Background: an optimization exercise with open tools, aiming at small area, a short achievable clock period and few clock cycles per item. Do not read the settings as production practice.
Where RTL was checked, it was by simulation tests only, not by an equivalence proof against the original.

==> trial 18 <==
==> flow/design.v (excerpt) <==
module swar_conv (
    input  wire         clk,
    input  wire         rst,
    input  wire         cmd_valid,
    output wire         cmd_ready,
    input  wire [31:0]  cmd,
    input  wire [63:0]  a,
    input  wire [63:0]  b,
    input  wire [7:0]   c,
    input  wire [167:0] sin,
    output reg          done,
    output reg          err,
    output wire [63:0]  res,
    output reg  [167:0] sout
);
clock: 8.0 ns
lec_check: 0
abc_area: 1
cap_margin: 20
core_margin: 2
core_utilization: 40
setup_slack_margin: 3.5
slew_margin: 20
tns_end_percent: 20
run.sh (not shown) runs the stock make flow with config.mk's settings and CLKGATE_MAP_FILE= SYNTH_SCRIPT=/design/flow/synth_recipe.tcl, a recipe that flattens the netlist after the stock synthesis.
==> inputs of trial 50, as changes to trial 18 <==
TNS_END_PERCENT = unset   (was 20)
==> impl_metrics.json <==
{
  "status": "complete, no violations",
  "whs_ns": 0.513,
  "grtUsageTotal_pct": 31.9,
  "place_area_sq_um": 48500,
  "fmax_mhz": 217,
  "n_antenna_cell": 0,
  "max-slew-margin-rel_pct": 29.5,
  "clkSlewWorstSetupHoldPaths_ns": 0.05
}
That was trial 18.
==> impl_metrics.json <==
{
  "setup-tns-final_ns": 0,
  "synth_area_sq_um": 43000,
  "post_cts_buffers": 107,
  "grtUsageTotal_pct": 31.8,
  "die_y_microns": 332,
  "top_regs": "bcd: 80 flops, acc: 64 flops, fb: 12 flops",
  "n_antenna_cell": 2,
  "nMultiInputCombCells": 6120,
  "clkSlewWorstSetupHoldPaths_ns": 0.06,
  "pin_count": 574,
  "max-slew-margin-rel_pct": 22.2,
  "status": "complete, no violations",
  "place_area_sq_um": 48500,
  "cts_buffer_depth": 3,
  "largest_cell_class": "multi-input gates",
  "whs_ns": 0.522
}
That was trial 50.
Testbench counts of trial 18, summed over its fixed seeds: cycles 8,727, commands 2,400.
Testbench counts of trial 50, summed over its fixed seeds: cycles 8,727, commands 2,400.

========
==> run a: inputs <==
Another version of the RTL of swar_conv (not shown whole).
make LEC_CHECK=0 ABC_AREA=1 CAP_MARGIN=20 CORE_MARGIN=2 CORE_UTILIZATION=40 SETUP_SLACK_MARGIN=4 SLEW_MARGIN=20 finish   # period 8.0 ns
==> run b (differences from run a) <==
==> flow/design.v (replaced) <==
module swar_conv (
    input  wire         clk,
    input  wire         rst,
    input  wire         cmd_valid,
    output wire         cmd_ready,
    input  wire [31:0]  cmd,
    input  wire [63:0]  a,
    input  wire [63:0]  b,
    input  wire [7:0]   c,
    input  wire [167:0] sin,
    output reg          done,
    output reg          err,
    output wire [63:0]  res,
    output reg  [167:0] sout
);
    localparam [7:0] OP_HASZERO = 8'h01, OP_HASBYTE = 8'h02, OP_MEMCHR8 = 8'h03,
                     OP_TRIM8   = 8'h04,
                     OP_ATOU4   = 8'h10, OP_ATOU8   = 8'h11, OP_ATOU    = 8'h12,
                     OP_ATOI    = 8'h13, OP_HTOU8   = 8'h14, OP_HTOU    = 8'h15,
                     OP_UTOA2P  = 8'h20, OP_UTOAP   = 8'h21, OP_ITOA8   = 8'h22,
                     OP_ITOA    = 8'h23;
    wire [7:0] opc  = cmd[7:0];
    wire       in_p = cmd[8];
    wire       in_e = cmd[9];
    wire       in_r = cmd[10];
    wire       in_k = cmd[11];
    wire [4:0] in_n = cmd[20:16];
    reg known;
    always @* begin
        case (opc)
            OP_HASZERO, OP_HASBYTE, OP_MEMCHR8, OP_TRIM8,
            OP_ATOU4, OP_ATOU8, OP_ATOU, OP_ATOI, OP_HTOU8, OP_HTOU,
            OP_UTOA2P, OP_UTOAP, OP_ITOA8, OP_ITOA: known = 1'b1;
            default: known = 1'b0;
        endcase
    end
    wire legal = known
              && (cmd[15:12] == 4'd0) && (cmd[31:21] == 11'd0)
              && (!in_p || opc == OP_MEMCHR8 || opc == OP_TRIM8)
              && (!in_e || opc == OP_MEMCHR8 || opc == OP_TRIM8)
              && (!in_r || opc == OP_MEMCHR8)
              && !in_k
              && ((opc == OP_UTOAP) ? (in_n >= 5'd1 && in_n <= 5'd20)
                                    : (in_n == 5'd0));
    wire multi = cmd[4] | (cmd[5] & (cmd[1] | cmd[0]));
    wire is_fmt = cmd[5];                
    wire is_hex = cmd[2];                
    reg  busy;       
    reg  last;       
    reg  fmt_q;      
    reg  neg_q;      
    reg  utoap_q;    
    reg  hex_q;
    reg  [4:0] n_q;
    reg        first;    
    reg        fin;      
    reg        out_fmt;  
    reg        out_s;    
    reg  [4:0] ls_q;     
    assign cmd_ready = busy ? last : (!multi && !fin);
    wire accept = cmd_valid && cmd_ready;
    wire start  = !busy && cmd_valid && multi;
    reg [7:0]  zlane, mlane;
    reg [2:0]  first_pos, last_pos;
    reg [63:0] keep_mask;
    reg [63:0] word_res;
    reg [7:0]  d2;           
    integer    i;
    always @* begin
        for (i = 0; i < 8; i = i + 1) begin
            zlane[i] = (a[8*i +: 8] == 8'h00);
            mlane[i] = (a[8*i +: 8] == c);
        end
        first_pos = 3'd0;
        for (i = 7; i >= 0; i = i - 1)
            if (mlane[i]) first_pos = i[2:0];
        last_pos = 3'd0;
        for (i = 0; i < 8; i = i + 1)
            if (mlane[i]) last_pos = i[2:0];
        keep_mask = 64'd0;
        for (i = 0; i < 8; i = i + 1)
            keep_mask[8*i +: 8] = (i == 0) ? {8{!mlane[0]}}
                                           : keep_mask[8*(i-1) +: 8] & {8{!mlane[i]}};
        d2 = 8'd0;
        for (i = 6; i >= 0; i = i - 1) begin
            if (d2[3:0] >= 4'd5) d2[3:0] = d2[3:0] + 4'd3;
            if (d2[7:4] >= 4'd5) d2[7:4] = d2[7:4] + 4'd3;
            d2 = {d2[6:0], a[i]};
        end
        case (opc)
            OP_HASZERO: word_res = {63'd0, |zlane};
            OP_HASBYTE: word_res = {63'd0, |mlane};
            OP_MEMCHR8:
                if (mlane == 8'd0) word_res = 64'h0000_0000_FFFF_FFFF;
                else               word_res = {61'd0, in_r ? last_pos : first_pos};
            OP_TRIM8:   word_res = a & keep_mask;
            default:    word_res = {48'd0, 4'h3, d2[3:0], 4'h3, d2[7:4]};    
        endcase
    end
    wire [4:0] len   = b[4:0];
    wire       sgn   = (opc == OP_ATOI) && (len != 5'd0)
                    && (sin[7:0] == 8'h2B || sin[7:0] == 8'h2D);
    wire [4:0] ndig  = len - {4'd0, sgn};
    reg  [3:0] ei_q;
    wire [3:0] ei0   = {3'd0, len[0] & sgn};
    wire [3:0] ei    = busy ? ei_q : ei0;
    wire [3:0] oi    = ei - {3'd0, len[0]};
    reg  [7:0] ebyte, obyte;
    integer    q;
    always @* begin
        ebyte = 8'd0;
        for (q = 0; q < 11; q = q + 1)
            if (ei == q) ebyte = sin[16*q +: 8];
        obyte = 8'd0;
        for (q = 0; q < 10; q = q + 1)
            if (oi == q) obyte = sin[16*q + 8 +: 8];
    end
    wire [7:0] hi_b = len[0] ? obyte : ebyte;
    wire [7:0] lo_b = len[0] ? ebyte : obyte;
    wire [3:0] hi_v = hi_b[3:0] + (hi_b[6] ? 4'd9 : 4'd0);
    wire [3:0] lo_v = lo_b[3:0] + (lo_b[6] ? 4'd9 : 4'd0);
    wire       nzero = (ndig == 5'd0);
    wire       mhi   = nzero || (!busy && ndig[0]);
    wire [7:0] pfetch = {mhi ? 4'd0 : hi_v, nzero ? 4'd0 : lo_v};
    wire       plast = nzero || (ei == len[4:1] - {3'd0, !len[0]});
    wire       fneg = cmd[1] && b[63];       
    reg  [7:0] bz, bf, cy, nzb;
    reg  [2:0] j0;
    always @* begin
        for (i = 0; i < 8; i = i + 1) begin
            bz[i] = (b[8*i +: 8] == 8'h00);
            bf[i] = (b[8*i +: 8] == 8'hFF);
        end
        cy[0] = 1'b1;                        
        for (i = 1; i < 8; i = i + 1)
            cy[i] = cy[i-1] & bz[i-1];
        for (i = 0; i < 8; i = i + 1)
            nzb[i] = fneg ? !((bz[i] & cy[i]) | (bf[i] & !cy[i])) : !bz[i];
        j0 = 3'd0;
        for (i = 1; i < 8; i = i + 1)
            if (nzb[i]) j0 = i[2:0];
    end
    reg  [2:0] fi_q;
    wire [2:0] fi   = busy ? fi_q : j0;
    wire [7:0] fsel = b[8*fi +: 8];
    wire       fcy  = cy[fi];
    wire [7:0] ffetch = fneg ? (~fsel + {7'd0, fcy}) : fsel;
    wire       flast = (fi == 3'd0);
    reg  [7:0] fb;       
    reg  [63:0] acc;     
    reg  [79:0] bcd;     
    wire [6:0]  pval = {3'd0, fb[7:4]} * 7'd10 + {3'd0, fb[3:0]};
    wire [63:0] dsum = (acc << 6) + (acc << 5) + (acc << 2)
                     + (neg_q ? (64'd0 - {57'd0, pval}) : {57'd0, pval});
    wire [63:0] acc_next = hex_q ? {acc[55:0], fb} : dsum;
    function [4:0] dstep;
        input [3:0] d;
        input       cin;
        begin
            dstep[4] = d[3] | (d[2] & (d[1] | d[0]));
            dstep[3] = (d[2] & ~d[1] & ~d[0]) | (d[3] & d[0]);
            dstep[2] = (d[1] & ~d[2]) | (d[1] & d[0]) | (d[3] & ~d[0]);
            dstep[1] = (d[0] & ~d[2] & ~d[3]) | (d[2] & d[1] & ~d[0]) | (d[3] & ~d[0]);
            dstep[0] = cin;
        end
    endfunction
    reg [79:0] dd;
    reg        dcy;
    reg [4:0]  dso;
    integer    k, t;
    always @* begin
        dd = first ? 80'd0 : bcd;
        for (t = 7; t >= 0; t = t - 1) begin
            dcy = fb[t];
            for (k = 0; k < 20; k = k + 1) begin
                dso = dstep(dd[4*k +: 4], dcy);
                dd[4*k +: 4] = dso[3:0];
                dcy = dso[4];
            end
        end
    end
    reg  [4:0] nd;           
    always @* begin
        nd = 5'd1;
        for (k = 1; k < 20; k = k + 1)
            if (bcd[4*k +: 4] != 4'd0) nd = k[4:0] + 5'd1;
    end
    wire [4:0]  ls  = (utoap_q ? n_q : nd) + {4'd0, neg_q};
    wire [4:0]  sh  = 5'd20 - ls;
    reg  [79:0] rev;
    always @* begin
        for (k = 0; k < 20; k = k + 1)
            rev[4*k +: 4] = bcd[4*(19-k) +: 4];
    end
    wire [79:0] aligned = rev >> {sh, 2'b00};
    always @(posedge clk) begin
        done <= fin;
        fin  <= 1'b0;
        if (rst) begin
            busy <= 1'b0;
            last <= 1'b0;
            done <= 1'b0;
        end else begin
            if (accept) begin
                err <= !legal;
                if (busy && fmt_q && legal) fin <= 1'b1;
                else                        done <= 1'b1;
            end
            if (fin) begin
                bcd     <= aligned;
                ls_q    <= ls;
                out_s   <= neg_q;
                out_fmt <= 1'b1;
            end
            if (!busy) begin
                if (accept) begin
                    acc     <= word_res;
                    out_fmt <= 1'b0;
                end
                if (start) begin
                    busy    <= 1'b1;
                    first   <= 1'b1;
                    acc     <= 64'd0;
                    fmt_q   <= is_fmt;
                    hex_q   <= is_hex;
                    utoap_q <= !cmd[1];
                    n_q     <= in_n;
                    neg_q   <= is_fmt ? fneg : (sgn && sin[2]);
                    fb      <= is_fmt ? ffetch : pfetch;
                    ei_q    <= ei0 + 4'd1;
                    fi_q    <= j0 - 3'd1;
                    last    <= !legal || (is_fmt ? flast : plast);
                end
            end else begin
                first <= 1'b0;
                if (fmt_q) bcd <= dd;
                else       acc <= acc_next;
                if (accept) out_fmt <= 1'b0;
                if (last) begin
                    busy <= 1'b0;
                    last <= 1'b0;
                end else begin
                    fb   <= fmt_q ? ffetch : pfetch;
                    ei_q <= ei_q + 4'd1;
                    fi_q <= fi_q - 3'd1;
                    last <= fmt_q ? flast : plast;
                end
            end
        end
    end
    always @* begin
        for (k = 0; k < 20; k = k + 1)
            sout[8*k +: 8] = (k == 0 && out_s) ? 8'h2D
                           : {2'b00, {2{k < ls_q}}, bcd[4*k +: 4]};
        sout[167:160] = 8'h00;
    end
    assign res = {acc[63:5], out_fmt ? ls_q : acc[4:0]};
endmodule
==> flow/flow/run.sh (new file) <==
#!/bin/bash
# Standard layout, run whole; output in std.log
bash standard.sh > std.log 2>&1
==> flow/standard.sh (new file) <==
#!/bin/bash
# synth_recipe.tcl (not shown) runs the flow's synth.tcl, then flattens the netlist and writes it again
# the make line also repeats each setting of config.mk as NAME=value (left out here)
make -C /OpenROAD-flow-scripts/flow DESIGN_CONFIG=/design/flow/config.mk WORK_HOME=/design/flow/orfs CLKGATE_MAP_FILE= SYNTH_SCRIPT=/design/flow/synth_recipe.tcl "${@:-finish}"
--- a/flow/config.mk
+++ b/flow/config.mk
@@ -5,9 +5,9 @@
 export SDC_FILE = /design/flow/constraint.sdc
 export NUM_CORES = 4
 export LEC_CHECK = 0
 export ABC_AREA = 1
 export CAP_MARGIN = 20
 export CORE_MARGIN = 2
 export CORE_UTILIZATION = 40
-export SETUP_SLACK_MARGIN = 4
+export SETUP_SLACK_MARGIN = 3
 export SLEW_MARGIN = 20
removed: flow/run.sh
==> run notes <==
Post-placement cell area: run a 0.04542 mm2; run b 0.04414 mm2
Total wire length: run a 189,900 um; run b 169,200 um
Detail-routed via count per cell: run a 5.667; run b 5.588
Buf/Inv on CP: run a 4; run b 6
Arrival time at the worst endpoint: run a 5.56 ns; run b 5.85 ns
Hpwl dp: run a 136,900 um; run b 129,900 um
Avg Inst Size Synth: run a 5.618 um2; run b 5.619 um2
Global-route usage over all layers: run a 33.79%; run b 31.86%
Run status: run a no timing/DRC/antenna violations; run b no timing/DRC/antenna violations
Share of synthesized cell area in full adder, half adder and majority cells: run a 9.320%; run b 9.346%
Layout sequential cell count: run a 191; run b 181
Wire length of the first global-routing pass: run a 271,800 um; run b 248,200 um
FF-to-FF End: run a bcd[5]; run b acc[39]
Layout overhead on the synthesized area: run a 35.88%; run b 26.72%
Final critical-path share of the clock period: run a 64.52%; run b 69.64%
Number of different library cells in the post-synthesis netlist: run a 63; run b 65
Area share of and/or/nand/nor cells after synthesis: run a 43.18%; run b 44.35%
Testbench counts of run b, summed over its fixed seeds: cycles 10,067, commands 2,400.
Function not checked in run a: the RTL went through the layout flow alone.

==> afterwards: timing with drivers on the ports <==
The flow's constraints put no driver on any port. The routed layouts listed below were extracted and timed again, unchanged, in two steps.
Step 1 assumes that a clkbuf_16 drives the clock port and a buf_2 every other input.
Step 2 moves the port delays by t, midway between the first and last clock arrival at a register: inputs arrive t later, outputs are due t later. That takes back most of the time a late clock gives input paths.
Slacks: ideal / step 1 / step 2; pairs: ideal / step 1.
run	t (ns)	setup WS [ns]	slew at the worst register clock pin (ns)	pins driven straight from the clock port
trial 18	0.622	3.391 / 3.320 / 2.916	0.06 / 0.06	1
trial 50	0.630	3.486 / 3.411 / 2.993	0.07 / 0.07	1
run a	0.592	2.838 / 2.838 / 2.726	0.10 / 0.10	1
run b	0.601	2.429 / 2.429 / 2.429	0.09 / 0.09	1
After both steps setup and hold are still met in every run listed. For trial 50, which loses most, drivers alone change the setup slack by -0.075 ns; drivers and shift together by -0.493 ns.
